What follows belongs to an exercise in optimizing a design on an open flow for small area, a short achievable clock period and few clock cycles per item; a production flow would make more cautious choices. Function was checked by simulation only, so behaviour that the tests miss may differ from the original. Power is estimated from default activity; no workload was simulated.

==> flow/design.v <==
module swar_conv (
    input  wire         clk,
    input  wire         rst,
    input  wire         cmd_valid,
    output wire         cmd_ready,
    input  wire [31:0]  cmd,
    input  wire [63:0]  a,
    input  wire [63:0]  b,
    input  wire [7:0]   c,
    input  wire [167:0] sin,
    output reg          done,
    output reg          err,
    output wire [63:0]  res,
    output reg  [167:0] sout
);
    localparam [7:0] OP_HASZERO = 8'h01, OP_HASBYTE = 8'h02, OP_MEMCHR8 = 8'h03,
                     OP_TRIM8   = 8'h04,
                     OP_ATOU4   = 8'h10, OP_ATOU8   = 8'h11, OP_ATOU    = 8'h12,
                     OP_ATOI    = 8'h13, OP_HTOU8   = 8'h14, OP_HTOU    = 8'h15,
                     OP_UTOA2P  = 8'h20, OP_UTOAP   = 8'h21, OP_ITOA8   = 8'h22,
                     OP_ITOA    = 8'h23;
    integer i, k, t;
    wire [7:0] opc  = cmd[7:0];
    wire       in_p = cmd[8];
    wire       in_e = cmd[9];
    wire       in_r = cmd[10];
    wire       in_k = cmd[11];
    wire [4:0] in_n = cmd[20:16];
    reg known;
    always @* begin
        case (opc)
            OP_HASZERO, OP_HASBYTE, OP_MEMCHR8, OP_TRIM8,
            OP_ATOU4, OP_ATOU8, OP_ATOU, OP_ATOI, OP_HTOU8, OP_HTOU,
            OP_UTOA2P, OP_UTOAP, OP_ITOA8, OP_ITOA: known = 1'b1;
            default: known = 1'b0;
        endcase
    end
    wire legal = known
              && (cmd[15:12] == 4'd0) && (cmd[31:21] == 11'd0)
              && (!in_p || opc == OP_MEMCHR8 || opc == OP_TRIM8)
              && (!in_e || opc == OP_MEMCHR8 || opc == OP_TRIM8)
              && (!in_r || opc == OP_MEMCHR8)
              && !in_k
              && ((opc == OP_UTOAP) ? (in_n >= 5'd1 && in_n <= 5'd20)
                                    : (in_n == 5'd0));
    wire multi  = cmd[4] | (cmd[5] & (cmd[1] | cmd[0]));
    wire is_fmt = cmd[5];                
    wire is_hex = cmd[2];                
    reg        fbusy;    
    reg        rdy_q;    
    reg        nf_q;     
    reg        f_neg;    
    reg        cv;       
    reg        c_first, c_last, c_fmt, c_hex, c_neg;
    reg        fin;      
    reg        utoap_q;  
    reg  [4:0] n_q;
    reg  [4:0] shn_q;    
    reg        out_fmt;  
    reg        out_s;    
    reg  [4:0] ls_q;     
    wire blk    = fin || (cv && c_last && !c_fmt);
    assign cmd_ready = fbusy ? rdy_q : (!multi && !blk);
    wire accept = cmd_valid && cmd_ready;
    wire start  = !fbusy && cmd_valid && multi;
    reg [7:0]  zlane, mlane;
    reg [2:0]  first_pos, last_pos;
    reg [63:0] keep_mask;
    reg [63:0] word_res;
    reg [7:0]  d2;           
    always @* begin
        for (i = 0; i < 8; i = i + 1) begin
            zlane[i] = (a[8*i +: 8] == 8'h00);
            mlane[i] = (a[8*i +: 8] == c);
        end
        first_pos = 3'd0;
        for (i = 7; i >= 0; i = i - 1)
            if (mlane[i]) first_pos = i[2:0];
        last_pos = 3'd0;
        for (i = 0; i < 8; i = i + 1)
            if (mlane[i]) last_pos = i[2:0];
        keep_mask = 64'd0;
        for (i = 0; i < 8; i = i + 1)
            keep_mask[8*i +: 8] = (i == 0) ? {8{!mlane[0]}}
                                           : keep_mask[8*(i-1) +: 8] & {8{!mlane[i]}};
        case (opc)
            OP_HASZERO: word_res = {63'd0, |zlane};
            OP_HASBYTE: word_res = {63'd0, |mlane};
            OP_MEMCHR8:
                if (mlane == 8'd0) word_res = 64'h0000_0000_FFFF_FFFF;
                else               word_res = {61'd0, in_r ? last_pos : first_pos};
            OP_TRIM8:   word_res = a & keep_mask;
            default:    word_res = {48'd0, 4'h3, d2[3:0], 4'h3, d2[7:4]};    
        endcase
    end
    always @* begin
        case (a[6:0])
            7'd0: d2 = 8'h00;
            7'd1: d2 = 8'h01;
            7'd2: d2 = 8'h02;
            7'd3: d2 = 8'h03;
            7'd4: d2 = 8'h04;
            7'd5: d2 = 8'h05;
            7'd6: d2 = 8'h06;
            7'd7: d2 = 8'h07;
            7'd8: d2 = 8'h08;
            7'd9: d2 = 8'h09;
            7'd10: d2 = 8'h10;
            7'd11: d2 = 8'h11;
            7'd12: d2 = 8'h12;
            7'd13: d2 = 8'h13;
            7'd14: d2 = 8'h14;
            7'd15: d2 = 8'h15;
            7'd16: d2 = 8'h16;
            7'd17: d2 = 8'h17;
            7'd18: d2 = 8'h18;
            7'd19: d2 = 8'h19;
            7'd20: d2 = 8'h20;
            7'd21: d2 = 8'h21;
            7'd22: d2 = 8'h22;
            7'd23: d2 = 8'h23;
            7'd24: d2 = 8'h24;
            7'd25: d2 = 8'h25;
            7'd26: d2 = 8'h26;
            7'd27: d2 = 8'h27;
            7'd28: d2 = 8'h28;
            7'd29: d2 = 8'h29;
            7'd30: d2 = 8'h30;
            7'd31: d2 = 8'h31;
            7'd32: d2 = 8'h32;
            7'd33: d2 = 8'h33;
            7'd34: d2 = 8'h34;
            7'd35: d2 = 8'h35;
            7'd36: d2 = 8'h36;
            7'd37: d2 = 8'h37;
            7'd38: d2 = 8'h38;
            7'd39: d2 = 8'h39;
            7'd40: d2 = 8'h40;
            7'd41: d2 = 8'h41;
            7'd42: d2 = 8'h42;
            7'd43: d2 = 8'h43;
            7'd44: d2 = 8'h44;
            7'd45: d2 = 8'h45;
            7'd46: d2 = 8'h46;
            7'd47: d2 = 8'h47;
            7'd48: d2 = 8'h48;
            7'd49: d2 = 8'h49;
            7'd50: d2 = 8'h50;
            7'd51: d2 = 8'h51;
            7'd52: d2 = 8'h52;
            7'd53: d2 = 8'h53;
            7'd54: d2 = 8'h54;
            7'd55: d2 = 8'h55;
            7'd56: d2 = 8'h56;
            7'd57: d2 = 8'h57;
            7'd58: d2 = 8'h58;
            7'd59: d2 = 8'h59;
            7'd60: d2 = 8'h60;
            7'd61: d2 = 8'h61;
            7'd62: d2 = 8'h62;
            7'd63: d2 = 8'h63;
            7'd64: d2 = 8'h64;
            7'd65: d2 = 8'h65;
            7'd66: d2 = 8'h66;
            7'd67: d2 = 8'h67;
            7'd68: d2 = 8'h68;
            7'd69: d2 = 8'h69;
            7'd70: d2 = 8'h70;
            7'd71: d2 = 8'h71;
            7'd72: d2 = 8'h72;
            7'd73: d2 = 8'h73;
            7'd74: d2 = 8'h74;
            7'd75: d2 = 8'h75;
            7'd76: d2 = 8'h76;
            7'd77: d2 = 8'h77;
            7'd78: d2 = 8'h78;
            7'd79: d2 = 8'h79;
            7'd80: d2 = 8'h80;
            7'd81: d2 = 8'h81;
            7'd82: d2 = 8'h82;
            7'd83: d2 = 8'h83;
            7'd84: d2 = 8'h84;
            7'd85: d2 = 8'h85;
            7'd86: d2 = 8'h86;
            7'd87: d2 = 8'h87;
            7'd88: d2 = 8'h88;
            7'd89: d2 = 8'h89;
            7'd90: d2 = 8'h90;
            7'd91: d2 = 8'h91;
            7'd92: d2 = 8'h92;
            7'd93: d2 = 8'h93;
            7'd94: d2 = 8'h94;
            7'd95: d2 = 8'h95;
            7'd96: d2 = 8'h96;
            7'd97: d2 = 8'h97;
            7'd98: d2 = 8'h98;
            7'd99: d2 = 8'h99;
            7'd100: d2 = 8'ha0;
            7'd101: d2 = 8'ha1;
            7'd102: d2 = 8'ha2;
            7'd103: d2 = 8'ha3;
            7'd104: d2 = 8'ha4;
            7'd105: d2 = 8'ha5;
            7'd106: d2 = 8'ha6;
            7'd107: d2 = 8'ha7;
            7'd108: d2 = 8'ha8;
            7'd109: d2 = 8'ha9;
            7'd110: d2 = 8'hb0;
            7'd111: d2 = 8'hb1;
            7'd112: d2 = 8'hb2;
            7'd113: d2 = 8'hb3;
            7'd114: d2 = 8'hb4;
            7'd115: d2 = 8'hb5;
            7'd116: d2 = 8'hb6;
            7'd117: d2 = 8'hb7;
            7'd118: d2 = 8'hb8;
            7'd119: d2 = 8'hb9;
            7'd120: d2 = 8'hc0;
            7'd121: d2 = 8'hc1;
            7'd122: d2 = 8'hc2;
            7'd123: d2 = 8'hc3;
            7'd124: d2 = 8'hc4;
            7'd125: d2 = 8'hc5;
            7'd126: d2 = 8'hc6;
            7'd127: d2 = 8'hc7;
        endcase
    end
    wire [4:0] len   = b[4:0];
    wire       sgn   = (opc == OP_ATOI) && (len != 5'd0)
                    && (sin[7:0] == 8'h2B || sin[7:0] == 8'h2D);
    wire       nzero = (len == 5'd0) || ((len == 5'd1) && sgn);
    reg  [1:0] lmod3;
    reg  [2:0] rg0, rg1;         
    always @* begin
        case (len)
            5'd0: begin lmod3 = 2'd0; rg0 = 3'd0; rg1 = 3'd0; end
            5'd1: begin lmod3 = 2'd1; rg0 = 3'd0; rg1 = 3'd0; end
            5'd2: begin lmod3 = 2'd2; rg0 = 3'd0; rg1 = 3'd0; end
            5'd3: begin lmod3 = 2'd0; rg0 = 3'd0; rg1 = 3'd0; end
            5'd4: begin lmod3 = 2'd1; rg0 = 3'd1; rg1 = 3'd0; end
            5'd5: begin lmod3 = 2'd2; rg0 = 3'd1; rg1 = 3'd1; end
            5'd6: begin lmod3 = 2'd0; rg0 = 3'd1; rg1 = 3'd1; end
            5'd7: begin lmod3 = 2'd1; rg0 = 3'd2; rg1 = 3'd1; end
            5'd8: begin lmod3 = 2'd2; rg0 = 3'd2; rg1 = 3'd2; end
            5'd9: begin lmod3 = 2'd0; rg0 = 3'd2; rg1 = 3'd2; end
            5'd10: begin lmod3 = 2'd1; rg0 = 3'd3; rg1 = 3'd2; end
            5'd11: begin lmod3 = 2'd2; rg0 = 3'd3; rg1 = 3'd3; end
            5'd12: begin lmod3 = 2'd0; rg0 = 3'd3; rg1 = 3'd3; end
            5'd13: begin lmod3 = 2'd1; rg0 = 3'd4; rg1 = 3'd3; end
            5'd14: begin lmod3 = 2'd2; rg0 = 3'd4; rg1 = 3'd4; end
            5'd15: begin lmod3 = 2'd0; rg0 = 3'd4; rg1 = 3'd4; end
            5'd16: begin lmod3 = 2'd1; rg0 = 3'd5; rg1 = 3'd4; end
            5'd17: begin lmod3 = 2'd2; rg0 = 3'd5; rg1 = 3'd5; end
            5'd18: begin lmod3 = 2'd0; rg0 = 3'd5; rg1 = 3'd5; end
            5'd19: begin lmod3 = 2'd1; rg0 = 3'd6; rg1 = 3'd5; end
            5'd20: begin lmod3 = 2'd2; rg0 = 3'd6; rg1 = 3'd6; end
            5'd21: begin lmod3 = 2'd0; rg0 = 3'd6; rg1 = 3'd6; end
            5'd22: begin lmod3 = 2'd1; rg0 = 3'd7; rg1 = 3'd6; end
            5'd23: begin lmod3 = 2'd2; rg0 = 3'd7; rg1 = 3'd7; end
            5'd24: begin lmod3 = 2'd0; rg0 = 3'd7; rg1 = 3'd7; end
            5'd25: begin lmod3 = 2'd1; rg0 = 3'd0; rg1 = 3'd7; end
            5'd26: begin lmod3 = 2'd2; rg0 = 3'd0; rg1 = 3'd0; end
            5'd27: begin lmod3 = 2'd0; rg0 = 3'd0; rg1 = 3'd0; end
            5'd28: begin lmod3 = 2'd1; rg0 = 3'd1; rg1 = 3'd0; end
            5'd29: begin lmod3 = 2'd2; rg0 = 3'd1; rg1 = 3'd1; end
            5'd30: begin lmod3 = 2'd0; rg0 = 3'd1; rg1 = 3'd1; end
            5'd31: begin lmod3 = 2'd1; rg0 = 3'd2; rg1 = 3'd1; end
        endcase
    end
    wire [2:0] rgrp  = sgn ? rg1 : rg0;
    wire [1:0] r0    = (lmod3 == 2'd0) ? 2'd2 :
                       (lmod3 == 2'd1) ? (sgn ? 2'd3 : 2'd0) : 2'd1;
    function [3:0] dval;             
        input [7:0] ch;
        dval = ch[3:0] + (ch[6] ? 4'd9 : 4'd0);
    endfunction
    wire [3:0] s0 = dval(sin[7:0]),   s1 = dval(sin[15:8]);
    wire [3:0] s2 = dval(sin[23:16]), s3 = dval(sin[31:24]);
    reg  [3:0] hi0, mid0, lo0;
    always @* begin
        case (r0)
            2'd0: begin lo0 = s0; mid0 = 4'd0;             hi0 = 4'd0; end
            2'd1: begin lo0 = s1; mid0 = sgn ? 4'd0 : s0; hi0 = 4'd0; end
            2'd2: begin lo0 = s2; mid0 = s1;               hi0 = sgn ? 4'd0 : s0; end
            default: begin lo0 = s3; mid0 = s2;            hi0 = s1; end
        endcase
        if (nzero) begin lo0 = 4'd0; mid0 = 4'd0; hi0 = 4'd0; end
    end
    reg  [6:0] i0_q, i1_q, i2_q;     
    reg  [1:0] rot_q;                
    reg  [2:0] rem_q;                
    reg  [7:0] m0, m1, m2;
    always @* begin
        m0 = 8'd0; m1 = 8'd0; m2 = 8'd0;
        for (i = 0; i < 7; i = i + 1) begin
            m0 = m0 | ({8{i0_q[i]}} & sin[24*i +: 8]);
            m1 = m1 | ({8{i1_q[i]}} & sin[24*i + 8 +: 8]);
            m2 = m2 | ({8{i2_q[i]}} & sin[24*i + 16 +: 8]);
        end
    end
    wire [3:0] v0 = dval(m0), v1 = dval(m1), v2 = dval(m2);
    wire [11:0] pnext = (rot_q == 2'd2) ? {v0, v1, v2} :
                        (rot_q == 2'd0) ? {v1, v2, v0} : {v2, v0, v1};
    wire [11:0] pfetch = fbusy ? pnext : {hi0, mid0, lo0};
    wire        plast  = fbusy ? (rem_q == 3'd1) : (rgrp == 3'd0);
    wire       fneg = cmd[1] && b[63];       
    reg  [7:0] bz, bf, cy, tnz, top;
    reg  [7:0] ftop, fsel;
    reg        cytop, cysel;
    always @* begin
        for (i = 0; i < 8; i = i + 1) begin
            bz[i] = (b[8*i +: 8] == 8'h00);
            bf[i] = (b[8*i +: 8] == 8'hFF);
        end
        cy[0] = 1'b1;
        for (i = 1; i < 8; i = i + 1)
            cy[i] = cy[i-1] & bz[i-1];
        for (i = 0; i < 8; i = i + 1)
            tnz[i] = fneg ? !bf[i] : !bz[i];
        for (i = 0; i < 8; i = i + 1)
            top[i] = (i == 0 || tnz[i]) && ((tnz >> (i + 1)) == 8'd0);
        ftop = 8'd0; cytop = 1'b0;
        fsel = 8'd0; cysel = 1'b0;
        for (i = 0; i < 8; i = i + 1) begin
            ftop  = ftop  | ({8{top[i]}} & b[8*i +: 8]);
            cytop = cytop | (top[i] & cy[i]);
            fsel  = fsel  | ({8{fi_q[i]}} & b[8*i +: 8]);
            cysel = cysel | (fi_q[i] & cy[i]);
        end
    end
    reg  [7:0] fi_q;     
    wire [7:0] ffetch = (fbusy ? fsel : ftop) ^ {8{neg_sel}};
    wire       neg_sel = fbusy ? f_neg : fneg;
    wire       fcy    = neg_sel & (fbusy ? cysel : cytop);
    wire       fovf   = fcy & (fbusy ? 1'b0 : (ftop == 8'h00));    
    wire       flast  = fbusy ? fi_q[0] : top[0];
    reg  [11:0] fb;      
    reg         fb_cy;   
    reg         fb_ovf;  
    reg  [63:0] acc;     
    reg  [79:0] bcd;     
    wire [63:0] ain = c_first ? {64{c_neg}} : acc;
    reg  [9:0]  qhp, qhn;
    always @* begin
        case (fb[11:4])
            8'd0: qhp = 10'd32;
            8'd1: qhp = 10'd42;
            8'd2: qhp = 10'd52;
            8'd3: qhp = 10'd62;
            8'd4: qhp = 10'd72;
            8'd5: qhp = 10'd82;
            8'd6: qhp = 10'd92;
            8'd7: qhp = 10'd102;
            8'd8: qhp = 10'd112;
            8'd9: qhp = 10'd122;
            8'd10: qhp = 10'd132;
            8'd11: qhp = 10'd142;
            8'd12: qhp = 10'd152;
            8'd13: qhp = 10'd162;
            8'd14: qhp = 10'd172;
            8'd15: qhp = 10'd182;
            8'd16: qhp = 10'd132;
            8'd17: qhp = 10'd142;
            8'd18: qhp = 10'd152;
            8'd19: qhp = 10'd162;
            8'd20: qhp = 10'd172;
            8'd21: qhp = 10'd182;
            8'd22: qhp = 10'd192;
            8'd23: qhp = 10'd202;
            8'd24: qhp = 10'd212;
            8'd25: qhp = 10'd222;
            8'd26: qhp = 10'd232;
            8'd27: qhp = 10'd242;
            8'd28: qhp = 10'd252;
            8'd29: qhp = 10'd262;
            8'd30: qhp = 10'd272;
            8'd31: qhp = 10'd282;
            8'd32: qhp = 10'd232;
            8'd33: qhp = 10'd242;
            8'd34: qhp = 10'd252;
            8'd35: qhp = 10'd262;
            8'd36: qhp = 10'd272;
            8'd37: qhp = 10'd282;
            8'd38: qhp = 10'd292;
            8'd39: qhp = 10'd302;
            8'd40: qhp = 10'd312;
            8'd41: qhp = 10'd322;
            8'd42: qhp = 10'd332;
            8'd43: qhp = 10'd342;
            8'd44: qhp = 10'd352;
            8'd45: qhp = 10'd362;
            8'd46: qhp = 10'd372;
            8'd47: qhp = 10'd382;
            8'd48: qhp = 10'd332;
            8'd49: qhp = 10'd342;
            8'd50: qhp = 10'd352;
            8'd51: qhp = 10'd362;
            8'd52: qhp = 10'd372;
            8'd53: qhp = 10'd382;
            8'd54: qhp = 10'd392;
            8'd55: qhp = 10'd402;
            8'd56: qhp = 10'd412;
            8'd57: qhp = 10'd422;
            8'd58: qhp = 10'd432;
            8'd59: qhp = 10'd442;
            8'd60: qhp = 10'd452;
            8'd61: qhp = 10'd462;
            8'd62: qhp = 10'd472;
            8'd63: qhp = 10'd482;
            8'd64: qhp = 10'd432;
            8'd65: qhp = 10'd442;
            8'd66: qhp = 10'd452;
            8'd67: qhp = 10'd462;
            8'd68: qhp = 10'd472;
            8'd69: qhp = 10'd482;
            8'd70: qhp = 10'd492;
            8'd71: qhp = 10'd502;
            8'd72: qhp = 10'd512;
            8'd73: qhp = 10'd522;
            8'd74: qhp = 10'd532;
            8'd75: qhp = 10'd542;
            8'd76: qhp = 10'd552;
            8'd77: qhp = 10'd562;
            8'd78: qhp = 10'd572;
            8'd79: qhp = 10'd582;
            8'd80: qhp = 10'd532;
            8'd81: qhp = 10'd542;
            8'd82: qhp = 10'd552;
            8'd83: qhp = 10'd562;
            8'd84: qhp = 10'd572;
            8'd85: qhp = 10'd582;
            8'd86: qhp = 10'd592;
            8'd87: qhp = 10'd602;
            8'd88: qhp = 10'd612;
            8'd89: qhp = 10'd622;
            8'd90: qhp = 10'd632;
            8'd91: qhp = 10'd642;
            8'd92: qhp = 10'd652;
            8'd93: qhp = 10'd662;
            8'd94: qhp = 10'd672;
            8'd95: qhp = 10'd682;
            8'd96: qhp = 10'd632;
            8'd97: qhp = 10'd642;
            8'd98: qhp = 10'd652;
            8'd99: qhp = 10'd662;
            8'd100: qhp = 10'd672;
            8'd101: qhp = 10'd682;
            8'd102: qhp = 10'd692;
            8'd103: qhp = 10'd702;
            8'd104: qhp = 10'd712;
            8'd105: qhp = 10'd722;
            8'd106: qhp = 10'd732;
            8'd107: qhp = 10'd742;
            8'd108: qhp = 10'd752;
            8'd109: qhp = 10'd762;
            8'd110: qhp = 10'd772;
            8'd111: qhp = 10'd782;
            8'd112: qhp = 10'd732;
            8'd113: qhp = 10'd742;
            8'd114: qhp = 10'd752;
            8'd115: qhp = 10'd762;
            8'd116: qhp = 10'd772;
            8'd117: qhp = 10'd782;
            8'd118: qhp = 10'd792;
            8'd119: qhp = 10'd802;
            8'd120: qhp = 10'd812;
            8'd121: qhp = 10'd822;
            8'd122: qhp = 10'd832;
            8'd123: qhp = 10'd842;
            8'd124: qhp = 10'd852;
            8'd125: qhp = 10'd862;
            8'd126: qhp = 10'd872;
            8'd127: qhp = 10'd882;
            8'd128: qhp = 10'd832;
            8'd129: qhp = 10'd842;
            8'd130: qhp = 10'd852;
            8'd131: qhp = 10'd862;
            8'd132: qhp = 10'd872;
            8'd133: qhp = 10'd882;
            8'd134: qhp = 10'd892;
            8'd135: qhp = 10'd902;
            8'd136: qhp = 10'd912;
            8'd137: qhp = 10'd922;
            8'd138: qhp = 10'd932;
            8'd139: qhp = 10'd942;
            8'd140: qhp = 10'd952;
            8'd141: qhp = 10'd962;
            8'd142: qhp = 10'd972;
            8'd143: qhp = 10'd982;
            8'd144: qhp = 10'd932;
            8'd145: qhp = 10'd942;
            8'd146: qhp = 10'd952;
            8'd147: qhp = 10'd962;
            8'd148: qhp = 10'd972;
            8'd149: qhp = 10'd982;
            8'd150: qhp = 10'd992;
            8'd151: qhp = 10'd1002;
            8'd152: qhp = 10'd1012;
            8'd153: qhp = 10'd1022;
            8'd154: qhp = 10'd8;
            8'd155: qhp = 10'd18;
            8'd156: qhp = 10'd28;
            8'd157: qhp = 10'd38;
            8'd158: qhp = 10'd48;
            8'd159: qhp = 10'd58;
            8'd160: qhp = 10'd8;
            8'd161: qhp = 10'd18;
            8'd162: qhp = 10'd28;
            8'd163: qhp = 10'd38;
            8'd164: qhp = 10'd48;
            8'd165: qhp = 10'd58;
            8'd166: qhp = 10'd68;
            8'd167: qhp = 10'd78;
            8'd168: qhp = 10'd88;
            8'd169: qhp = 10'd98;
            8'd170: qhp = 10'd108;
            8'd171: qhp = 10'd118;
            8'd172: qhp = 10'd128;
            8'd173: qhp = 10'd138;
            8'd174: qhp = 10'd148;
            8'd175: qhp = 10'd158;
            8'd176: qhp = 10'd108;
            8'd177: qhp = 10'd118;
            8'd178: qhp = 10'd128;
            8'd179: qhp = 10'd138;
            8'd180: qhp = 10'd148;
            8'd181: qhp = 10'd158;
            8'd182: qhp = 10'd168;
            8'd183: qhp = 10'd178;
            8'd184: qhp = 10'd188;
            8'd185: qhp = 10'd198;
            8'd186: qhp = 10'd208;
            8'd187: qhp = 10'd218;
            8'd188: qhp = 10'd228;
            8'd189: qhp = 10'd238;
            8'd190: qhp = 10'd248;
            8'd191: qhp = 10'd258;
            8'd192: qhp = 10'd208;
            8'd193: qhp = 10'd218;
            8'd194: qhp = 10'd228;
            8'd195: qhp = 10'd238;
            8'd196: qhp = 10'd248;
            8'd197: qhp = 10'd258;
            8'd198: qhp = 10'd268;
            8'd199: qhp = 10'd278;
            8'd200: qhp = 10'd288;
            8'd201: qhp = 10'd298;
            8'd202: qhp = 10'd308;
            8'd203: qhp = 10'd318;
            8'd204: qhp = 10'd328;
            8'd205: qhp = 10'd338;
            8'd206: qhp = 10'd348;
            8'd207: qhp = 10'd358;
            8'd208: qhp = 10'd308;
            8'd209: qhp = 10'd318;
            8'd210: qhp = 10'd328;
            8'd211: qhp = 10'd338;
            8'd212: qhp = 10'd348;
            8'd213: qhp = 10'd358;
            8'd214: qhp = 10'd368;
            8'd215: qhp = 10'd378;
            8'd216: qhp = 10'd388;
            8'd217: qhp = 10'd398;
            8'd218: qhp = 10'd408;
            8'd219: qhp = 10'd418;
            8'd220: qhp = 10'd428;
            8'd221: qhp = 10'd438;
            8'd222: qhp = 10'd448;
            8'd223: qhp = 10'd458;
            8'd224: qhp = 10'd408;
            8'd225: qhp = 10'd418;
            8'd226: qhp = 10'd428;
            8'd227: qhp = 10'd438;
            8'd228: qhp = 10'd448;
            8'd229: qhp = 10'd458;
            8'd230: qhp = 10'd468;
            8'd231: qhp = 10'd478;
            8'd232: qhp = 10'd488;
            8'd233: qhp = 10'd498;
            8'd234: qhp = 10'd508;
            8'd235: qhp = 10'd518;
            8'd236: qhp = 10'd528;
            8'd237: qhp = 10'd538;
            8'd238: qhp = 10'd548;
            8'd239: qhp = 10'd558;
            8'd240: qhp = 10'd508;
            8'd241: qhp = 10'd518;
            8'd242: qhp = 10'd528;
            8'd243: qhp = 10'd538;
            8'd244: qhp = 10'd548;
            8'd245: qhp = 10'd558;
            8'd246: qhp = 10'd568;
            8'd247: qhp = 10'd578;
            8'd248: qhp = 10'd588;
            8'd249: qhp = 10'd598;
            8'd250: qhp = 10'd608;
            8'd251: qhp = 10'd618;
            8'd252: qhp = 10'd628;
            8'd253: qhp = 10'd638;
            8'd254: qhp = 10'd648;
            8'd255: qhp = 10'd658;
        endcase
    end
    always @* begin
        case (fb[11:4])
            8'd0: qhn = 10'd1022;
            8'd1: qhn = 10'd1012;
            8'd2: qhn = 10'd1002;
            8'd3: qhn = 10'd992;
            8'd4: qhn = 10'd982;
            8'd5: qhn = 10'd972;
            8'd6: qhn = 10'd962;
            8'd7: qhn = 10'd952;
            8'd8: qhn = 10'd942;
            8'd9: qhn = 10'd932;
            8'd10: qhn = 10'd58;
            8'd11: qhn = 10'd48;
            8'd12: qhn = 10'd38;
            8'd13: qhn = 10'd28;
            8'd14: qhn = 10'd18;
            8'd15: qhn = 10'd8;
            8'd16: qhn = 10'd922;
            8'd17: qhn = 10'd912;
            8'd18: qhn = 10'd902;
            8'd19: qhn = 10'd892;
            8'd20: qhn = 10'd882;
            8'd21: qhn = 10'd872;
            8'd22: qhn = 10'd862;
            8'd23: qhn = 10'd852;
            8'd24: qhn = 10'd842;
            8'd25: qhn = 10'd832;
            8'd26: qhn = 10'd982;
            8'd27: qhn = 10'd972;
            8'd28: qhn = 10'd962;
            8'd29: qhn = 10'd952;
            8'd30: qhn = 10'd942;
            8'd31: qhn = 10'd932;
            8'd32: qhn = 10'd822;
            8'd33: qhn = 10'd812;
            8'd34: qhn = 10'd802;
            8'd35: qhn = 10'd792;
            8'd36: qhn = 10'd782;
            8'd37: qhn = 10'd772;
            8'd38: qhn = 10'd762;
            8'd39: qhn = 10'd752;
            8'd40: qhn = 10'd742;
            8'd41: qhn = 10'd732;
            8'd42: qhn = 10'd882;
            8'd43: qhn = 10'd872;
            8'd44: qhn = 10'd862;
            8'd45: qhn = 10'd852;
            8'd46: qhn = 10'd842;
            8'd47: qhn = 10'd832;
            8'd48: qhn = 10'd722;
            8'd49: qhn = 10'd712;
            8'd50: qhn = 10'd702;
            8'd51: qhn = 10'd692;
            8'd52: qhn = 10'd682;
            8'd53: qhn = 10'd672;
            8'd54: qhn = 10'd662;
            8'd55: qhn = 10'd652;
            8'd56: qhn = 10'd642;
            8'd57: qhn = 10'd632;
            8'd58: qhn = 10'd782;
            8'd59: qhn = 10'd772;
            8'd60: qhn = 10'd762;
            8'd61: qhn = 10'd752;
            8'd62: qhn = 10'd742;
            8'd63: qhn = 10'd732;
            8'd64: qhn = 10'd622;
            8'd65: qhn = 10'd612;
            8'd66: qhn = 10'd602;
            8'd67: qhn = 10'd592;
            8'd68: qhn = 10'd582;
            8'd69: qhn = 10'd572;
            8'd70: qhn = 10'd562;
            8'd71: qhn = 10'd552;
            8'd72: qhn = 10'd542;
            8'd73: qhn = 10'd532;
            8'd74: qhn = 10'd682;
            8'd75: qhn = 10'd672;
            8'd76: qhn = 10'd662;
            8'd77: qhn = 10'd652;
            8'd78: qhn = 10'd642;
            8'd79: qhn = 10'd632;
            8'd80: qhn = 10'd522;
            8'd81: qhn = 10'd512;
            8'd82: qhn = 10'd502;
            8'd83: qhn = 10'd492;
            8'd84: qhn = 10'd482;
            8'd85: qhn = 10'd472;
            8'd86: qhn = 10'd462;
            8'd87: qhn = 10'd452;
            8'd88: qhn = 10'd442;
            8'd89: qhn = 10'd432;
            8'd90: qhn = 10'd582;
            8'd91: qhn = 10'd572;
            8'd92: qhn = 10'd562;
            8'd93: qhn = 10'd552;
            8'd94: qhn = 10'd542;
            8'd95: qhn = 10'd532;
            8'd96: qhn = 10'd422;
            8'd97: qhn = 10'd412;
            8'd98: qhn = 10'd402;
            8'd99: qhn = 10'd392;
            8'd100: qhn = 10'd382;
            8'd101: qhn = 10'd372;
            8'd102: qhn = 10'd362;
            8'd103: qhn = 10'd352;
            8'd104: qhn = 10'd342;
            8'd105: qhn = 10'd332;
            8'd106: qhn = 10'd482;
            8'd107: qhn = 10'd472;
            8'd108: qhn = 10'd462;
            8'd109: qhn = 10'd452;
            8'd110: qhn = 10'd442;
            8'd111: qhn = 10'd432;
            8'd112: qhn = 10'd322;
            8'd113: qhn = 10'd312;
            8'd114: qhn = 10'd302;
            8'd115: qhn = 10'd292;
            8'd116: qhn = 10'd282;
            8'd117: qhn = 10'd272;
            8'd118: qhn = 10'd262;
            8'd119: qhn = 10'd252;
            8'd120: qhn = 10'd242;
            8'd121: qhn = 10'd232;
            8'd122: qhn = 10'd382;
            8'd123: qhn = 10'd372;
            8'd124: qhn = 10'd362;
            8'd125: qhn = 10'd352;
            8'd126: qhn = 10'd342;
            8'd127: qhn = 10'd332;
            8'd128: qhn = 10'd222;
            8'd129: qhn = 10'd212;
            8'd130: qhn = 10'd202;
            8'd131: qhn = 10'd192;
            8'd132: qhn = 10'd182;
            8'd133: qhn = 10'd172;
            8'd134: qhn = 10'd162;
            8'd135: qhn = 10'd152;
            8'd136: qhn = 10'd142;
            8'd137: qhn = 10'd132;
            8'd138: qhn = 10'd282;
            8'd139: qhn = 10'd272;
            8'd140: qhn = 10'd262;
            8'd141: qhn = 10'd252;
            8'd142: qhn = 10'd242;
            8'd143: qhn = 10'd232;
            8'd144: qhn = 10'd122;
            8'd145: qhn = 10'd112;
            8'd146: qhn = 10'd102;
            8'd147: qhn = 10'd92;
            8'd148: qhn = 10'd82;
            8'd149: qhn = 10'd72;
            8'd150: qhn = 10'd62;
            8'd151: qhn = 10'd52;
            8'd152: qhn = 10'd42;
            8'd153: qhn = 10'd32;
            8'd154: qhn = 10'd182;
            8'd155: qhn = 10'd172;
            8'd156: qhn = 10'd162;
            8'd157: qhn = 10'd152;
            8'd158: qhn = 10'd142;
            8'd159: qhn = 10'd132;
            8'd160: qhn = 10'd598;
            8'd161: qhn = 10'd588;
            8'd162: qhn = 10'd578;
            8'd163: qhn = 10'd568;
            8'd164: qhn = 10'd558;
            8'd165: qhn = 10'd548;
            8'd166: qhn = 10'd538;
            8'd167: qhn = 10'd528;
            8'd168: qhn = 10'd518;
            8'd169: qhn = 10'd508;
            8'd170: qhn = 10'd658;
            8'd171: qhn = 10'd648;
            8'd172: qhn = 10'd638;
            8'd173: qhn = 10'd628;
            8'd174: qhn = 10'd618;
            8'd175: qhn = 10'd608;
            8'd176: qhn = 10'd498;
            8'd177: qhn = 10'd488;
            8'd178: qhn = 10'd478;
            8'd179: qhn = 10'd468;
            8'd180: qhn = 10'd458;
            8'd181: qhn = 10'd448;
            8'd182: qhn = 10'd438;
            8'd183: qhn = 10'd428;
            8'd184: qhn = 10'd418;
            8'd185: qhn = 10'd408;
            8'd186: qhn = 10'd558;
            8'd187: qhn = 10'd548;
            8'd188: qhn = 10'd538;
            8'd189: qhn = 10'd528;
            8'd190: qhn = 10'd518;
            8'd191: qhn = 10'd508;
            8'd192: qhn = 10'd398;
            8'd193: qhn = 10'd388;
            8'd194: qhn = 10'd378;
            8'd195: qhn = 10'd368;
            8'd196: qhn = 10'd358;
            8'd197: qhn = 10'd348;
            8'd198: qhn = 10'd338;
            8'd199: qhn = 10'd328;
            8'd200: qhn = 10'd318;
            8'd201: qhn = 10'd308;
            8'd202: qhn = 10'd458;
            8'd203: qhn = 10'd448;
            8'd204: qhn = 10'd438;
            8'd205: qhn = 10'd428;
            8'd206: qhn = 10'd418;
            8'd207: qhn = 10'd408;
            8'd208: qhn = 10'd298;
            8'd209: qhn = 10'd288;
            8'd210: qhn = 10'd278;
            8'd211: qhn = 10'd268;
            8'd212: qhn = 10'd258;
            8'd213: qhn = 10'd248;
            8'd214: qhn = 10'd238;
            8'd215: qhn = 10'd228;
            8'd216: qhn = 10'd218;
            8'd217: qhn = 10'd208;
            8'd218: qhn = 10'd358;
            8'd219: qhn = 10'd348;
            8'd220: qhn = 10'd338;
            8'd221: qhn = 10'd328;
            8'd222: qhn = 10'd318;
            8'd223: qhn = 10'd308;
            8'd224: qhn = 10'd198;
            8'd225: qhn = 10'd188;
            8'd226: qhn = 10'd178;
            8'd227: qhn = 10'd168;
            8'd228: qhn = 10'd158;
            8'd229: qhn = 10'd148;
            8'd230: qhn = 10'd138;
            8'd231: qhn = 10'd128;
            8'd232: qhn = 10'd118;
            8'd233: qhn = 10'd108;
            8'd234: qhn = 10'd258;
            8'd235: qhn = 10'd248;
            8'd236: qhn = 10'd238;
            8'd237: qhn = 10'd228;
            8'd238: qhn = 10'd218;
            8'd239: qhn = 10'd208;
            8'd240: qhn = 10'd98;
            8'd241: qhn = 10'd88;
            8'd242: qhn = 10'd78;
            8'd243: qhn = 10'd68;
            8'd244: qhn = 10'd58;
            8'd245: qhn = 10'd48;
            8'd246: qhn = 10'd38;
            8'd247: qhn = 10'd28;
            8'd248: qhn = 10'd18;
            8'd249: qhn = 10'd8;
            8'd250: qhn = 10'd158;
            8'd251: qhn = 10'd148;
            8'd252: qhn = 10'd138;
            8'd253: qhn = 10'd128;
            8'd254: qhn = 10'd118;
            8'd255: qhn = 10'd108;
        endcase
    end
    wire [9:0]  qhm = c_neg ? qhn : qhp;
    wire [3:0]  ql = c_neg ? 4'd9 - fb[3:0] : fb[3:0];
    wire [63:0] t1 = {ain[53:0], qhm};
    wire [63:0] t2 = {~ain[58:0], 1'b0, ql};
    wire [63:0] t3 = {ain[60:0], 2'b00, c_neg & c_last};
    wire [63:0] cs = t1 ^ t2 ^ t3;
    wire [63:0] cc = {((t1[62:0] & t2[62:0]) | (t1[62:0] & t3[62:0]) | (t2[62:0] & t3[62:0])), 1'b0};
    wire [11:0] dlo = {1'b0, cs[10:0]} + {1'b0, cc[10:0]};
    wire [52:0] dhi;
    lc_add53 u_add (.x(cs[63:11]), .y(cc[63:11]), .ci(dlo[11]), .s(dhi));
    wire [63:0] dsum = {dhi, dlo[10:0]};
    wire [63:0] hsum = {ain[51:0], fb};
    function [4:0] dstep;
        input [3:0] d;
        input       cin;
        begin
            dstep[4] = d[3] | (d[2] & (d[1] | d[0]));
            dstep[3] = (d[2] & ~d[1] & ~d[0]) | (d[3] & d[0]);
            dstep[2] = (d[1] & ~d[2]) | (d[1] & d[0]) | (d[3] & ~d[0]);
            dstep[1] = (d[0] & ~d[2] & ~d[3]) | (d[2] & d[1] & ~d[0]) | (d[3] & ~d[0]);
            dstep[0] = cin;
        end
    endfunction
    wire [7:0] fbyte = fb[7:0] + {7'd0, fb_cy};
    reg [79:0] dd;
    reg        dcy;
    reg [4:0]  dso;
    always @* begin
        dd = c_first ? {79'd0, fb_ovf} : bcd;
        for (t = 7; t >= 0; t = t - 1) begin
            dcy = fbyte[t];
            for (k = 0; k < 20; k = k + 1) begin
                dso = dstep(dd[4*k +: 4], dcy);
                dd[4*k +: 4] = dso[3:0];
                dcy = dso[4];
            end
        end
    end
    reg  [4:0] hd;           
    reg  [4:0] lz;           
    always @* begin
        hd = 5'd0;
        lz = 5'd19;
        for (k = 1; k < 20; k = k + 1)
            if (bcd[4*k +: 4] != 4'd0) begin
                hd = k[4:0];
                lz = 5'd19 - k[4:0];
            end
    end
    wire [4:0]  ls  = utoap_q ? n_q : (hd + 5'd1 + {4'd0, c_neg});
    wire [4:0]  sh  = utoap_q ? shn_q : lz;
    reg  [79:0] rev;
    always @* begin
        for (k = 0; k < 20; k = k + 1)
            rev[4*k +: 4] = bcd[4*(19-k) +: 4];
    end
    wire [79:0] aligned = rev >> {sh, 2'b00};
    always @(posedge clk) begin
        done <= fin;
        fin  <= 1'b0;
        if (rst) begin
            fbusy <= 1'b0;
            rdy_q <= 1'b0;
            nf_q  <= 1'b0;
            cv    <= 1'b0;
            done  <= 1'b0;
        end else begin
            if (accept) begin
                err <= !legal;
                if (!fbusy) begin                
                    done    <= 1'b1;
                    acc     <= word_res;
                    out_fmt <= 1'b0;
                end
                fbusy <= 1'b0;
                rdy_q <= 1'b0;
                nf_q  <= 1'b0;
            end
            if (cv) begin
                if (c_fmt)      bcd <= dd;
                else if (c_hex) acc <= hsum;
                else            acc <= dsum;
                if (c_last) begin
                    if (c_fmt) fin <= 1'b1;
                    else begin
                        done    <= 1'b1;
                        out_fmt <= 1'b0;
                    end
                end
            end
            if (fin) begin
                bcd     <= aligned;
                ls_q    <= ls;
                out_s   <= c_neg;
                out_fmt <= 1'b1;
            end
            cv <= 1'b0;
            if (start) begin
                fbusy   <= 1'b1;
                cv      <= 1'b1;
                c_first <= 1'b1;
                c_fmt   <= is_fmt && legal;
                c_hex   <= is_hex;
                c_neg   <= is_fmt ? fneg : (sgn && sin[2]);
                f_neg   <= fneg;
                utoap_q <= !cmd[1];
                n_q     <= in_n;
                shn_q   <= 5'd20 - in_n;
                fb      <= is_fmt ? {4'd0, ffetch} : pfetch;
                fb_cy   <= fcy;
                fb_ovf  <= fovf;
                fi_q    <= top >> 1;
                i0_q    <= (r0 == 2'd3) ? 7'd4 : 7'd2;
                i1_q    <= (r0 == 2'd0) ? 7'd1 : 7'd2;
                i2_q    <= (r0 <= 2'd1) ? 7'd1 : 7'd2;
                rot_q   <= (r0 == 2'd3) ? 2'd0 : r0;
                rem_q   <= rgrp;
                if (!legal) begin
                    c_last <= 1'b1;
                    c_fmt  <= 1'b0;
                    rdy_q  <= 1'b1;
                    nf_q   <= 1'b1;
                end else if (is_fmt) begin
                    c_last <= flast;
                    rdy_q  <= flast;
                    nf_q   <= flast;
                end else begin
                    c_last <= plast;
                    rdy_q  <= (rgrp <= 3'd1);
                    nf_q   <= plast;
                end
            end else if (fbusy && !nf_q) begin
                cv      <= 1'b1;
                c_first <= 1'b0;
                fb      <= c_fmt ? {4'd0, ffetch} : pfetch;
                fb_cy   <= fcy;
                fb_ovf  <= 1'b0;
                fi_q    <= fi_q >> 1;
                i0_q    <= i0_q << 1;
                i1_q    <= i1_q << 1;
                i2_q    <= i2_q << 1;
                rem_q   <= rem_q - 3'd1;
                if (c_fmt) begin
                    c_last <= flast;
                    rdy_q  <= flast;
                    nf_q   <= flast;
                end else begin
                    c_last <= plast;
                    rdy_q  <= (rem_q == 3'd2);
                end
            end
        end
    end
    always @* begin
        sout[7:0] = out_s ? 8'h2D : {4'h3, bcd[3:0]};
        for (k = 1; k < 21; k = k + 1)
            sout[8*k +: 8] = {2'b00, {2{k < ls_q}},
                              out_s ? bcd[4*(k-1) +: 4] : (k < 20 ? bcd[4*k +: 4] : 4'h0)};
    end
    assign res = out_fmt ? {59'd0, ls_q} : acc;
endmodule
module lc_add53 (
    input  wire [52:0] x,
    input  wire [52:0] y,
    input  wire        ci,
    output wire [52:0] s
);
    reg [52:0] g, p;
    integer l, i, j;
    always @* begin
        g = x & y;
        p = x ^ y;
        for (l = 0; l < 6; l = l + 1)
            for (i = 0; i < 53; i = i + 1)
                if ((i >> l) & 1) begin
                    j = ((i >> l) << l) - 1;
                    g[i] = g[i] | (p[i] & g[j]);
                    p[i] = p[i] & p[j];
                end
    end
    wire [52:0] cin = {g[51:0] | (p[51:0] & {52{ci}}), ci};
    assign s = (x ^ y) ^ cin;
endmodule
==> flow/run.sh <==
#!/bin/bash
# synth_recipe.tcl (not shown) runs the flow's synth.tcl, then flattens the netlist and writes it again
# the make line also repeats each setting of config.mk as NAME=value (left out here)
make -C /OpenROAD-flow-scripts/flow DESIGN_CONFIG=/design/flow/config.mk WORK_HOME=/design/flow/orfs CLKGATE_MAP_FILE= SYNTH_SCRIPT=/design/flow/synth_recipe.tcl finish
==> flow/config.mk <==
export PLATFORM = sky130hd
export DESIGN_NAME = swar_conv
export DESIGN_NICKNAME = swar_conv
export VERILOG_FILES = /design/flow/design.v
export SDC_FILE = /design/flow/constraint.sdc
export NUM_CORES = 4
export LEC_CHECK = 0
export ABC_AREA = 1
export CAP_MARGIN = 20
export CORE_MARGIN = 2
export CORE_UTILIZATION = 40
export SETUP_SLACK_MARGIN = 3
export SLEW_MARGIN = 20
==> flow/constraint.sdc <==
create_clock -name core_clock -period 8.0 [get_ports {clk}]
set_input_delay 1.6000 -clock core_clock [delete_from_list [all_inputs] [get_ports {clk}]]
set_output_delay 1.6000 -clock core_clock [all_outputs]
set_load 0.01 [all_outputs]
==> impl_metrics.toml, run 1 <==
[clock_network]
cts.sinks = 238
ctsHoldBuffers = 0
cts_root_buffer = "clkbuf_16"
htreeDepth = 1
cts-buffers-inserted = 31
clockBufferDepth = 3
tritoncts = "built"
clk_pin_slew_ns = 0.06
clk_latency_ns = 0.63

[sta]
worst_pin_slew_ns = 1.16
tns_ns = 0
setup_viol = 0
period_share = 0.622
rsz0062_at_grt = "true"
drv_slew = 0
finalHoldViolations = 0
skew_ns = 0.0137
timing.slew.headroom = 0.217
min_period_ns = 4.97
fmax_mhz = 201

[power_and_ir_drop]
power_mw = 14.3
pwr-share-seq = 0.142
vdd.ir_drop.worst_uv = 217
power_leakage_nw = 25.1
pwr-share-comb = 0.749
power.density_nw_per_um2 = 280
power.switching_mw = 8.06
swShare = 0.565
pwr-share-clk = 0.109
intPower_mw = 6.21

[yosys]
async_reset_ff_frac = 0
yosys.cell_types.count = 75
avgSynthCellArea_um2 = 5.65
synth-edff-count = 214
syn-cell-area_um2 = 43000
synthCells = 7613
seq_area_frac_synth = 0.161
yosys_warnings = 2
ys_seq_elements = 238
synthFlopType = "edfxtp_1"

[placed_design]
gp_congestion = 0.984
dp_hpwl_um = 146000
port_buffers = 470

[worst_setup_path]
path_class = "reg2out"
slowest_stage = "clkdlybuf4s50_1"
crit_arrival_ns = 3.37
max_stage_delay_ns = 0.66
critPathBufInv = 3
cp_top_family = "buffers and inverters"
path_cells = "inv_1, a21oi_4, inv_1, a31oi_1, clkdlybuf4s50_1"
crit_required_ns = 6.40
path_common_cell = "inv_1"
start_kind = "flip-flop"
crit_fanout = 9
end_kind = "primary output"

[floorplan]
die_h_um = 332
die_w_um = 332
io_pins = 574
start_util = 0.402
num_rows = 120
core_area_um2 = 107000
die_area_um2 = 110000

[global_routing]
grt_pass1_wl_um = 274000
grt_usage = 0.313
grt-ovfl-total = 0
antenna_found_initial = 7
grt_max_degree = 103
first_global_vias = 47600

[layout]
multi_input_area_um2 = 31700
area_growth_pct = 18.5
layout_commonest_cell = "nand2_1"
nets = 8467
fill_cells = 11500
layout_common_cells = "2,458 x nand2_1, 970 x nand3_1, 875 x inv_1"
drive_above_1_share = 0.0925
regArea_um2 = 6910

[worst_hold_path]
hp-class = "reg2reg"

[routing]
ant_nets = 0
avgViaCountPerCell = 5.60
vias = 52500
wl_per_cell_um = 19.5
drc_errors = 0
drtPass1Iterations = 6
postRouteWirelength_um = 183000
drtIter0Drc = 5408

[job]
cap_viol_max_count = 0

[status]
status = "timing/DRC/antenna clean"
[per-stage QoR]
| stage | util | area [um2] | worst slack, ns | hold WS [ns] | instances |
|---|---|---|---|---|---|
| final | 0.476 | 50900 | 3.03 | 0.508 | 9383 |
| after global routing | 0.476 | 50900 | 2.92 | 0.526 | 9381 |
| after CTS | 0.468 | 50000 | 2.82 | 0.502 | 9337 |
| after detailed placement | 0.453 | 48400 | 1.48 | 0.488 | 9264 |
| after global placement | 0.453 | 48400 | 1.47 | 0.490 | 9264 |
| after floorplan | - | 43200 | 3.05 | 0.424 | 7654 |
[cells in the mapped netlist, drive strengths merged, types with 14 or more instances]
master,instances,share of area
o221ai,17,0.0035
fa,61,0.028
a221oi,24,0.0049
a211oi,17,0.0030
or2,32,0.0047
nand3b,25,0.0044
nand4,115,0.017
o211ai,40,0.0070
nand3,1006,0.12
nor2,712,0.068
nor4,29,0.0042
buf,154,0.024
o21ai,500,0.061
edfxtp,214,0.15
xnor2,42,0.0086
nand2,2570,0.23
ha,111,0.032
o22ai,16,0.0023
clkbuf,157,0.014
nor3,75,0.0091
dfxtp,24,0.011
a32oi,14,0.0029
a22oi,36,0.0063
a31oi,17,0.0025
o21a,18,0.0032
inv,981,0.086
a21oi,464,0.065
xor2,38,0.0077
[path summary, 6_finish.rpt]
kind | from | slack (ns) | end | cells after the start
worst max-delay path | ls_q[4] | 3.03 | sout[149] | 5
worst min-delay path | rdy_q | 0.51 | rdy_q | 2
worst max register to register | bcd[72] | 3.16 | bcd[5] | 16
worst min register to register | rdy_q | 0.51 | rdy_q | 2
[cells by family after synthesis]
group | Yosys count | share of synthesized area
AOI/OAI and AO/OA | 1229 | 0.175
xor gates and xnor gates | 80 | 0.0163
adders and majority gates | 172 | 0.0607
buffers and inverters | 1299 | 0.125
DFF | 238 | 0.161
muxes | 6 | 0.00140
other | 2 | 0.000175
and+or+nand+nor | 4587 | 0.461
[layout make-up]
| type | count | share of cell area |
|---|---|---|
| multi-input cells | 6118 | 0.622 |
| clock inverters | 18 | 0.00366 |
| diodes | 2 | 0.0000983 |
| repair inverters | 2 | 0.000319 |
| well taps | 1403 | 0.0345 |
| inverters | 988 | 0.0739 |
| repair buffers | 577 | 0.112 |
| flip-flops and latches | 238 | 0.136 |
| clock buffers | 37 | 0.0178 |
[per-layer routing]
metal  vias up  part of all wire  global-route usage
met4        10             0.044               0.121
met3       368             0.088              0.0434
met5         -           0.00033                   0
li1      25700                 -                   -
met2      2315              0.45               0.518
met1     24200              0.41               0.412
[power groups by stage]
stage / registers, mW / clock network [mW] / logic (mW)
floorplan: 1.92 / 0 / 7.74
global placement: 2.03 / 0 / 10.1
detailed placement: 2.03 / 0 / 10.3
CTS: 2.01 / 1.57 / 10.4
global route: 2.03 / 1.61 / 12.1
finish: 2.02 / 1.56 / 10.7
[tightest hold or removal path: stages, from the launching register on]
cell	delay, ns
dfxtp_1	0.31
nand2_1	0.07
a31oi_1	0.08
[flip-flops by register name (all words and copies together), names as in the netlist, 7 cells and up]
| register | flops |
|---|---|
| fb | 12 |
| i2_q | 7 |
| qhn | 9 |
| bcd | 80 |
| qhp | 9 |
| fi_q | 7 |
| acc | 64 |
| i1_q | 7 |
[what timing repair did]
item,in CTS,in global routing
cloned,2,5
resized for setup,112,156
pin swaps,7,25
setup endpoints to repair,100,136
buffers inserted,16,38
Testbench counts, summed over its fixed seeds: cycles 8,727, commands 2,400.
==> inputs of run 2 (changes only) <==
--- a/flow/config.mk
+++ b/flow/config.mk
@@ -9,5 +9,6 @@
 export CAP_MARGIN = 20
 export CORE_MARGIN = 2
 export CORE_UTILIZATION = 40
-export SETUP_SLACK_MARGIN = 3
+export SETUP_SLACK_MARGIN = 3.5
 export SLEW_MARGIN = 20
+export TNS_END_PERCENT = 20
==> run 2 against run 1 <==
  * First-iteration DRC count up 3.9%
  * Sequential share of layout area down 0.69 points
  * Fmax up 7.9%
  * Hold slack better by 0.0052 ns
  * Cell count up 1.7%
  * Sequential power about the same
  * Non-clock buffer count up 147
  * Wire length up 2.9%
  * Clock skew up 0.014 ns
  * Combinational power about the same
  * Synthesized cell count unchanged
  * Clock-buffer cell count up 5
  * Critical endpoint is now sout[139]
  * Largest power group unchanged
==> impl_metrics.toml, run 2 <==
[clock_network]
clk_latency_ns = 0.56
ctsHoldBuffers = 0
cts.sinks = 238
clockBufferDepth = 3
tritoncts = "built"
cts-buffers-inserted = 34
cts_root_buffer = "clkbuf_16"
htreeDepth = 2
clk_pin_slew_ns = 0.05

[placed_design]
gp_congestion = 1.01
place_area_um2 = 48500
dp_hpwl_um = 145000
port_buffers = 470
dp_slack_ns = 1.57
place_inst = 9265

[layout]
nets = 8623
largestRegisters = "bcd x80, acc x64, fb x12"
fin_cells = 9538
drive_above_1_share = 0.138
fin_util = 0.502
regMostFlops = "bcd"
final_area_um2 = 53700
layout_common_cells = "2,416 x nand2_1, 950 x nand3_1, 833 x inv_1"
area_growth_pct = 24.9
antenna-diode-count = 0
largest_reg_flops = 80
layout_commonest_cell = "nand2_1"

[yosys]
avgSynthCellArea_um2 = 5.65
synthFlopType = "edfxtp_1"
seq_area_frac_synth = 0.161
synth_top_area_cell = "nand2_1"
yosys-top-cells-count = "2,484 x nand2_1, 983 x nand3_1, 893 x inv_1, 631 x nor2_1, 391 x a21oi_1"
syn-cell-area_um2 = 43000
async_reset_ff_frac = 0
netlist.area_leader.share = 0.217
yosys.cell_types.count = 75
yosys_warnings = 2
synth-edff-count = 214
synthCells = 7613
yosysMostFrequentCell = "nand2_1"
ys_top_cells_by_area = "nand2_1 22%, edfxtp_1 15%, nand3_1 11%"
ys_seq_elements = 238

[sta]
period_share = 0.576
rsz0062_at_grt = "true"
fin_ws_ns = 3.39
drv_slew = 0
min_period_ns = 4.61
tns_ns = 0
skew_ns = 0.0274
timing.slew.headroom = 0.295
whs_ns = 0.513
worst_pin_slew_ns = 1.06
setup_viol = 0
fmax_mhz = 217
finalHoldViolations = 0

[global_routing]
antenna_found_initial = 8
grt-ovfl-total = 0
grt_max_degree = 93
grt_usage = 0.319
grt_pass1_wl_um = 278000
first_global_vias = 47700

[routing]
wl_met3_um = 15800
avgViaCountPerCell = 5.61
wl_met2_um = 87200
postRouteWirelength_um = 188000
drtPass1Iterations = 7
vias = 53500
drc_errors = 0
ant_nets = 0
wl_met1_um = 77500
drtIter0Drc = 5617
routed.top_layer = "met5"
wl_per_cell_um = 19.8

[worst_setup_path]
path_class = "reg2out"
r2r-start = "c_first"
end_kind = "primary output"
crit_arrival_ns = 3.01
reg2reg_depth = 26
crit_fanout = 92
ff2ff_setup_slack_ns = 3.50
crit_required_ns = 6.40
reg2reg_to = "acc[48]"
slowest_stage = "o21ai_0"
start_kind = "flip-flop"
path_cells = "clkbuf_8, buf_6, o21ai_0, clkdlybuf4s50_1"
max_stage_delay_ns = 0.67

[power_and_ir_drop]
pwr-share-seq = 0.139
vdd.ir_drop.worst_uv = 148
swShare = 0.554
power.density_nw_per_um2 = 270
power_mw = 14.5
pwr-share-comb = 0.751
power.switching_mw = 8.02
power_leakage_nw = 26.5
intPower_mw = 6.46
pwr-share-clk = 0.110

[floorplan]
start_util = 0.402
die_w_um = 332
die_area_um2 = 110000
die_h_um = 332
core_area_um2 = 107000
io_pins = 574
num_rows = 120

[worst_hold_path]
min_path_cells = 2
hp-class = "reg2reg"
min_to = "nf_q"
worstHoldStart = "nf_q"

[job]
cap_viol_max_count = 0

[status]
status = "timing/DRC/antenna clean"
-- run 2: changes by cell type in the layout (fill, tap and decap cells not counted), sizes merged, moves of 8 or more --
cell,before,now
clkbuf,44,69
dlygate4sd2,4,14
dlymetal6s2s,11,42
clkdlybuf4s15,1,9
clkdlybuf4s50,451,383
buf,103,243
-- run 2: kinds of logic (layout without fill, tap and decap cells) --
family	count (synthesis)	after routing	share of synthesized area
compound gates	1229	1229	0.175
xor+xnor	80	80	0.0163
fa+ha+maj	172	172	0.0607
buf+inv	1299	1775	0.125
flops	238	238	0.161
mux	6	6	0.00140
other cells	2	43	0.000175
simple gates	4587	4592	0.461
-- run 2: cell type report --
cell class	instances	area, um2
repair buffers	724	7150
inverters	988	3810
repair inverters	4	51.3
clock buffers	42	953
fillers	11300	53200
well taps	1403	1760
multi-input cells	6122	32900
flip-flops and latches	238	6910
clock inverters	17	174
-- run 2: what timing repair did --
item	CTS	global route
endpoints found under the setup margin	285	258
gates cloned	10	10
pin swaps	50	147
endpoints found under the hold margin	0	0
buffers inserted	77	117
gates resized for setup	322	410
-- run 2: worst max-delay path: cells and delay by family, from the launching register on --
kind                   cells  cell delay (ns)
buffers and inverters      3             1.38
AO/OA/AOI/OAI              1             0.67
flip-flops                 1             0.37
-- run 2: worst max path at each step --
stage          cells after the start     from  slack (ns)   endpoint
6_report                           4    out_s        3.39  sout[139]
3_5_place_dp                      27   cmd[1]        1.57     qhn[7]
3_3_place_gp                      27     b[2]        1.57     qhp[5]
2_1_floorplan                     27  c_first        3.47    acc[52]
4_1_cts                            7   cmd[0]        3.30  cmd_ready
5_1_grt                           20    c_neg        3.34    acc[60]
-- run 2: routing by layer --
metal	track usage	up-vias
met5	0	-
met4	0.115	8
met3	0.0433	392
met2	0.535	2412
met1	0.417	24700
li1	-	26000
-- run 2: power groups by stage --
stage / logic [mW] / clock network, mW / registers [mW]
detailed placement: 10.2 / 0 / 2.03
floorplan: 7.76 / 0 / 1.93
CTS: 10.4 / 1.60 / 2.01
global route: 12.2 / 1.64 / 2.03
finish: 10.9 / 1.59 / 2.02
global placement: 9.98 / 0 / 2.03
==> inputs of run 3 (changes only) <==
--- a/flow/config.mk
+++ b/flow/config.mk
@@ -11,4 +11,3 @@
 export CORE_UTILIZATION = 40
 export SETUP_SLACK_MARGIN = 3.5
 export SLEW_MARGIN = 20
-export TNS_END_PERCENT = 20
==> run 3 against run 2 <==
  * Non-clock buffer count up 53
  * Critical path depth is 1 higher
  * Sequential share of layout area down 0.21 points
  * Sequential power barely moved
  * Die area unchanged
  * Flip-flop and latch count unchanged
  * Utilization is 0.81 points higher
  * Fmax grew 2.1%
  * Clock power about the same
  * Hold slack improved by 0.0089 ns
  * Synthesized cell count unchanged
  * Critical path type unchanged
  * Largest cell class unchanged
  * Highest routed layer unchanged
==> impl_metrics.toml, run 3 <==
[status]
status = "timing/DRC/antenna clean"

[worst_setup_path]
path_class = "reg2out"
r2r-start = "c_neg"
critPathBufInv = 3
reg2reg_depth = 27
crit_required_ns = 6.40
path_common_cell = "inv_1"
crit_fanout = 5
path_depth = 5
cp_top_family = "buffers and inverters"
crit_arrival_ns = 2.91
end_kind = "primary output"
start_kind = "flip-flop"
path_cells = "inv_1, a21oi_4, inv_1, a31oi_2, clkdlybuf4s50_1"
setup.worst_path.start = "ls_q[3]"
slowest_stage = "clkdlybuf4s50_1"
max_stage_delay_ns = 0.64

[routing]
drc_errors = 0
avgViaCountPerCell = 5.59
ant_nets = 0
postRouteWirelength_um = 190000
drtIter0Drc = 5828
wl_per_cell_um = 19.8
drtPass1Iterations = 7
vias = 53700

[layout]
fin_util = 0.510
regArea_um2 = 6910
layout_commonest_cell = "nand2_1"
nets = 8680
layout_common_cells = "2,414 x nand2_1, 944 x nand3_1, 827 x inv_1"
regMostFlops = "bcd"
multi_input_area_um2 = 33200
drive_above_1_share = 0.148
fin_cells = 9599
final_area_um2 = 54600
largest_reg_flops = 80
largestRegisters = "bcd x80, acc x64, fb x12"
fill_cells = 11100
area_growth_pct = 26.9

[global_routing]
first_global_vias = 47600
grt_usage = 0.318
grt_max_degree = 83
grt-ovfl-total = 0
grt_pass1_wl_um = 277000
antenna_found_initial = 7

[yosys]
synthCells = 7613
synthFlopType = "edfxtp_1"
synth_top_area_cell = "nand2_1"
avgSynthCellArea_um2 = 5.65
netlist.area_leader.share = 0.217
async_reset_ff_frac = 0
seq_area_frac_synth = 0.161
yosys.cell_types.count = 75
yosysMostFrequentCell = "nand2_1"
ys_top_cells_by_area = "nand2_1 22%, edfxtp_1 15%, nand3_1 11%"
ys_seq_elements = 238
syn-cell-area_um2 = 43000
synth-edff-count = 214
yosys-top-cells-count = "2,484 x nand2_1, 983 x nand3_1, 893 x inv_1, 631 x nor2_1, 391 x a21oi_1"
yosys_warnings = 2

[sta]
min_period_ns = 4.51
skew_ns = 0.0202
rsz0062_at_grt = "true"
drv_slew = 0
tns_ns = 0
finalHoldViolations = 0
setup_viol = 0
timing.slew.headroom = 0.222
worst_pin_slew_ns = 1.14
period_share = 0.564
fmax_mhz = 222

[power_and_ir_drop]
intPower_mw = 6.50
swShare = 0.558
power_mw = 14.7
pwr-share-clk = 0.108
power_leakage_nw = 26.8
power.density_nw_per_um2 = 269
vdd.ir_drop.worst_uv = 200
power.switching_mw = 8.19
pwr-share-seq = 0.137
pwr-share-comb = 0.755

[floorplan]
start_util = 0.402
num_rows = 120
die_area_um2 = 110000
die_h_um = 332
die_w_um = 332
core_area_um2 = 107000
io_pins = 574

[placed_design]
place_area_um2 = 48500
gp_congestion = 0.981
dp_hpwl_um = 146000
port_buffers = 470
place_inst = 9262

[worst_hold_path]
worstHoldStart = "rdy_q"
min_path_cells = 2
hp-class = "reg2reg"

[clock_network]
cts_root_buffer = "clkbuf_16"
clk_latency_ns = 0.56
htreeDepth = 2
cts-buffers-inserted = 35
clockBufferDepth = 3
cts.sinks = 238
clk_pin_slew_ns = 0.06
ctsHoldBuffers = 0
tritoncts = "built"

[job]
cap_viol_max_count = 0
## run 3: routing by layer
metal  vias up  part of all wire  global-route usage
met4         4             0.043               0.117
met5         -           0.00012                   0
met2      2486              0.46               0.523
met3       387             0.091              0.0521
met1     24700              0.41               0.418
li1      26100                 -                   -
## run 3: what timing repair did
action	CTS	global route
buffers inserted	107	144
gates cloned	9	13
pin swaps	70	151
endpoints found under the setup margin	265	251
gates resized for setup	331	453
## run 3: cell families after synthesis
| family | share of synthesized area |
|---|---|
| AOI/OAI and AO/OA | 0.175 |
| xor gates and xnor gates | 0.0163 |
| adders and majority gates | 0.0607 |
| buffers and inverters | 0.125 |
| DFF | 0.161 |
| muxes | 0.00140 |
| other | 0.000175 |
| and+or+nand+nor | 0.461 |
## run 3: final timing paths
path	to	slack (ns)
setup reg to reg	acc[29]	3.58
setup / recovery	sout[149]	3.49
hold / removal	rdy_q	0.52
hold reg to reg	rdy_q	0.52
## run 3: power by group through the flow
| stage | clock (mW) | sequential (mW) | combinational [mW] |
|---|---|---|---|
| after floorplan | 0 | 1.93 | 7.76 |
| after global placement | 0 | 2.03 | 10.0 |
| after global routing | 1.64 | 2.03 | 12.4 |
| after CTS | 1.59 | 2.01 | 10.5 |
| after detailed placement | 0 | 2.03 | 10.2 |
| final | 1.58 | 2.02 | 11.1 |
## run 3: worst reg2reg max path: cells and delay by family (launching register included)
| kind | cells | cell delay (ns) |
|---|---|---|
| buf+inv | 8 | 0.76 |
| compound gates | 10 | 1.62 |
| fa+ha+maj | 2 | 0.74 |
| flops | 1 | 0.40 |
| simple gates | 7 | 0.67 |
## run 3: layout make-up
| type | instances | share of cell area |
|---|---|---|
| Clock buffer | 41 | 0.0176 |
| Antenna cell | 2 | 0.0000917 |
| Multi-Input combinational cell | 6120 | 0.609 |
| Timing Repair inverter | 9 | 0.00264 |
| Clock inverter | 21 | 0.00294 |
| Sequential cell | 238 | 0.127 |
| Timing Repair Buffer | 777 | 0.139 |
| Tap cell | 1403 | 0.0322 |
| Inverter | 988 | 0.0702 |
## run 3: stage by stage
step | hold WS [ns] | worst slack, ns
3_5_place_dp | 0.507 | 1.42
2_1_floorplan | 0.424 | 3.50
5_1_grt | 0.542 | 3.41
4_1_cts | 0.520 | 3.44
3_3_place_gp | 0.489 | 1.35
6_report | 0.522 | 3.49

[re-timing with driven ports]
How much do the figures lean on ideal ports? The routed layouts below were timed once more, with nothing changed but the port constraints. Step 1 assumes that a clkbuf_16 drives the clock port and a buf_2 every other input. Step 2, shift: input delay + t, output delay - t, t = (earliest + latest rising clock arrival at the registers) / 2. This alone moves slack from input paths to output paths. Three values: ideal, step 1, step 2; two values: the first two.
| run | shift t [ns] | setup slack, ns | worst setup path after step 2 |
|---|---|---|---|
| run 1 | 0.697 | 3.025 / 2.951 / 2.431 | input to register |
| run 2 | 0.622 | 3.391 / 3.320 / 2.916 | input to register |
| run 3 | 0.630 | 3.486 / 3.411 / 2.993 | input to register |
After both steps setup and hold are still met in every run listed. For run 1, which loses most, drivers alone change the setup slack by -0.074 ns; drivers and shift together by -0.594 ns.
